This design comes from an exercise in tuning for small area, a short achievable clock period and few clock cycles per item on the open sky130 flow, not from production work.
At most, simulation tests tie the RTL to the original design; equivalence was not proved.
Power and IR drop assume default switching activity.

## x64ptw
module x64ptw (
    input  wire        clk,
    input  wire        rst,
    input  wire        cmd_valid,
    output wire        cmd_ready,
    input  wire [63:0] cmd_root,
    input  wire [63:0] cmd_va,
    input  wire        abort_req,
    output wire        mem_req_valid,
    input  wire        mem_req_ready,
    output wire [63:0] mem_req_addr,
    input  wire        mem_rsp_valid,
    input  wire [63:0] mem_rsp_data,
    input  wire        mem_rsp_err,
    output wire        ent_valid,
    output wire [2:0]  ent_level,
    output wire [8:0]  ent_index,
    output wire [63:0] ent_table_base,
    output wire [63:0] ent_raw,
    output wire        ent_leaf,
    output wire        ent_present,
    output wire        ent_writable,
    output wire        ent_user,
    output wire        ent_write_through,
    output wire        ent_cache_disable,
    output wire        ent_accessed,
    output wire        ent_exec_disable,
    output wire        ent_ps_valid,
    output wire        ent_ps,
    output wire        ent_dirty,
    output wire        ent_global,
    output wire        ent_pat,
    output wire [4:0]  ent_frame_shift,
    output wire [27:0] ent_frame_ref,
    output wire [63:0] ent_reserved,
    output wire        ent_faulty,
    output wire        rsp_valid,
    output wire [2:0]  rsp_status,
    output wire        rsp_mapped,
    output wire [63:0] rsp_page_base,
    output wire [4:0]  rsp_page_shift,
    output wire [29:0] rsp_page_offset,
    output wire [63:0] rsp_pa,
    output wire [2:0]  rsp_count,
    output wire [63:0] rsp_info
);
For scale: ~1500 cells after synthesis, roughly 130 flip-flops, about 13000 µm² of cells after synthesis.
==> flow/config.mk <==
export PLATFORM = sky130hd
export DESIGN_NAME = x64ptw
export DESIGN_NICKNAME = x64ptw
export VERILOG_FILES = /design/flow/design.v
export SDC_FILE = /design/flow/constraint.sdc
export NUM_CORES = 4
export LEC_CHECK = 0
export ABC_CLOCK_PERIOD_IN_PS = 2000
export CAP_MARGIN = 20
export CORE_AREA = 5 5 275 275
export DIE_AREA = 0 0 280 280
export PLACE_DENSITY = 0.6
export SETUP_SLACK_MARGIN = 2.0
export SLEW_MARGIN = 20
==> flow/constraint.sdc <==
create_clock -name core_clock -period 6.0 [get_ports {clk}]
set_input_delay 1.2000 -clock core_clock [delete_from_list [all_inputs] [get_ports {clk}]]
set_output_delay 1.2000 -clock core_clock [all_outputs]
set_load 0.01 [all_outputs]
standard.sh (not shown) runs the stock make flow with config.mk's settings and CLKGATE_MAP_FILE= SYNTH_SCRIPT=/design/flow/synth_recipe.tcl, a recipe that flattens the netlist after the stock synthesis.
==> flow/flow/run.sh <==
#!/bin/bash
# Standard layout, with plain buffers (not delay cells) on the ports.
set -euo pipefail
export BUFFER_PORTS_ARGS="-buffer_cell sky130_fd_sc_hd__buf_1"
bash standard.sh > standard.log 2>&1
The first run went through all stages and came out clean.
Change:
==> flow/flow/run.sh (replaced) <==
#!/bin/bash
# Standard layout with plain buffers (not delay cells) on the ports and with
# adders left to abc as plain gates (no ripple half/full adder cells).
set -euo pipefail
export BUFFER_PORTS_ARGS="-buffer_cell sky130_fd_sc_hd__buf_1"
export ADDER_MAP_FILE=
bash standard.sh > standard.log 2>&1
SETUP_SLACK_MARGIN = 2.2   (was 2.0)
TNS_END_PERCENT = 10   (was not set)
Result:
- fmax goes up by 2.0%
- via count goes down by 1.6%
- register-to-register slack loses 0.18 ns
- area after synthesis goes down by 0.71%
- sequential share of layout area goes up by 3.0 points
- total power goes up by 1.4%
- synthesized cell count goes up by 5.4%
- setup slack gains 0.094 ns
- global-route usage goes down by 1.5 points
- wire length goes down by 7.6%
Function was not checked in any run of this note: the RTL went through the layout flow alone.

========
## the previous run
Another version of the RTL of x64ptw (not shown whole).
Size in the first run: roughly 1600 cells after synthesis, about 200 flip-flops, roughly 0.014 mm² of cells after synthesis.
clock: 6.0 ns
lec_check: 0
cap_margin: 20
core_area: 5 5 275 275
die_area: 0 0 280 280
place_density: 0.6
setup_slack_margin: 2.5
slew_margin: 20
tns_end_percent: 10
==> flow/flow/run.sh <==
#!/bin/bash
# Standard layout with plain buffers (not delay cells) on the ports and with
# adders left to abc as plain gates (no ripple half/full adder cells).
set -euo pipefail
export BUFFER_PORTS_ARGS="-buffer_cell sky130_fd_sc_hd__buf_1"
export ADDER_MAP_FILE=
bash standard.sh > standard.log 2>&1
In summary, the previous run completed successfully, with a layout that passed the timing, design-rule and antenna checks.
Testbench counts of the previous run, summed over its fixed seeds: cycles 21,230, walks 3,200.
Setup changes, the previous run to the current run
--- a/flow/config.mk
+++ b/flow/config.mk
@@ -6,9 +6,10 @@
 export NUM_CORES = 4
 export LEC_CHECK = 0
+export ABC_CLOCK_PERIOD_IN_PS = 2000
 export CAP_MARGIN = 20
 export CORE_AREA = 5 5 275 275
 export DIE_AREA = 0 0 280 280
 export PLACE_DENSITY = 0.6
-export SETUP_SLACK_MARGIN = 2.5
+export SETUP_SLACK_MARGIN = 2.2
 export SLEW_MARGIN = 20
 export TNS_END_PERCENT = 10
Notes after the runs:
Reported net switching power was higher in the previous run than in the current run.
Utilization for the current run: 0.97 points down relative to the previous run
Re area added between synthesis and finish: the current run is 4.9 points down on the previous run.
Actual slew at the worst max-slew pin in the current run vs the previous run: down 30 ps
As far as weighted congestion at the end of routability-driven global placement is concerned, the current run and the previous run perform about the same.
The current run vs. the previous run: final cell count without fillers went down by 15.
Diff the previous run -> the current run | wire length | decrease of 1.6%

-- separate check: timing with driven ports --
The flow's constraints put no driver on any port. The routed layouts listed below were extracted and timed again, unchanged, in two steps.
Step 1: set_driving_cell puts a clkbuf_16 on clk and a buf_2 on each other input, an assumption about the parent block.
Step 2 adds t to the input delays and takes it off the output delays; t is the mean of the earliest and latest rising clock arrival at the registers after step 1. Input paths then give back, and output paths get back, about the clock's delay inside the block.
a / b / c = ideal ports / drivers / drivers and shift; a / b = the first two.
| run | shift t [ns] | slack for setup (ns) | hold slack, ns |
|---|---|---|---|
| the first run of note 1 | 0.534 | 1.177 / 1.122 / 1.122 | 0.542 / 0.542 / 0.542 |
| the second run of note 1 | 0.526 | 1.271 / 1.222 / 1.222 | 0.682 / 0.682 / 0.682 |
| the previous run | 0.542 | 2.117 / 2.053 / 1.792 | 0.576 / 0.576 / 0.576 |
| the current run | 0.537 | 2.136 / 2.059 / 1.814 | 0.569 / 0.569 / 0.569 |
After both steps every run listed still meets setup and hold. The setup slack of the previous run, which loses most, moves by -0.064 ns with the drivers and by -0.325 ns with both steps.
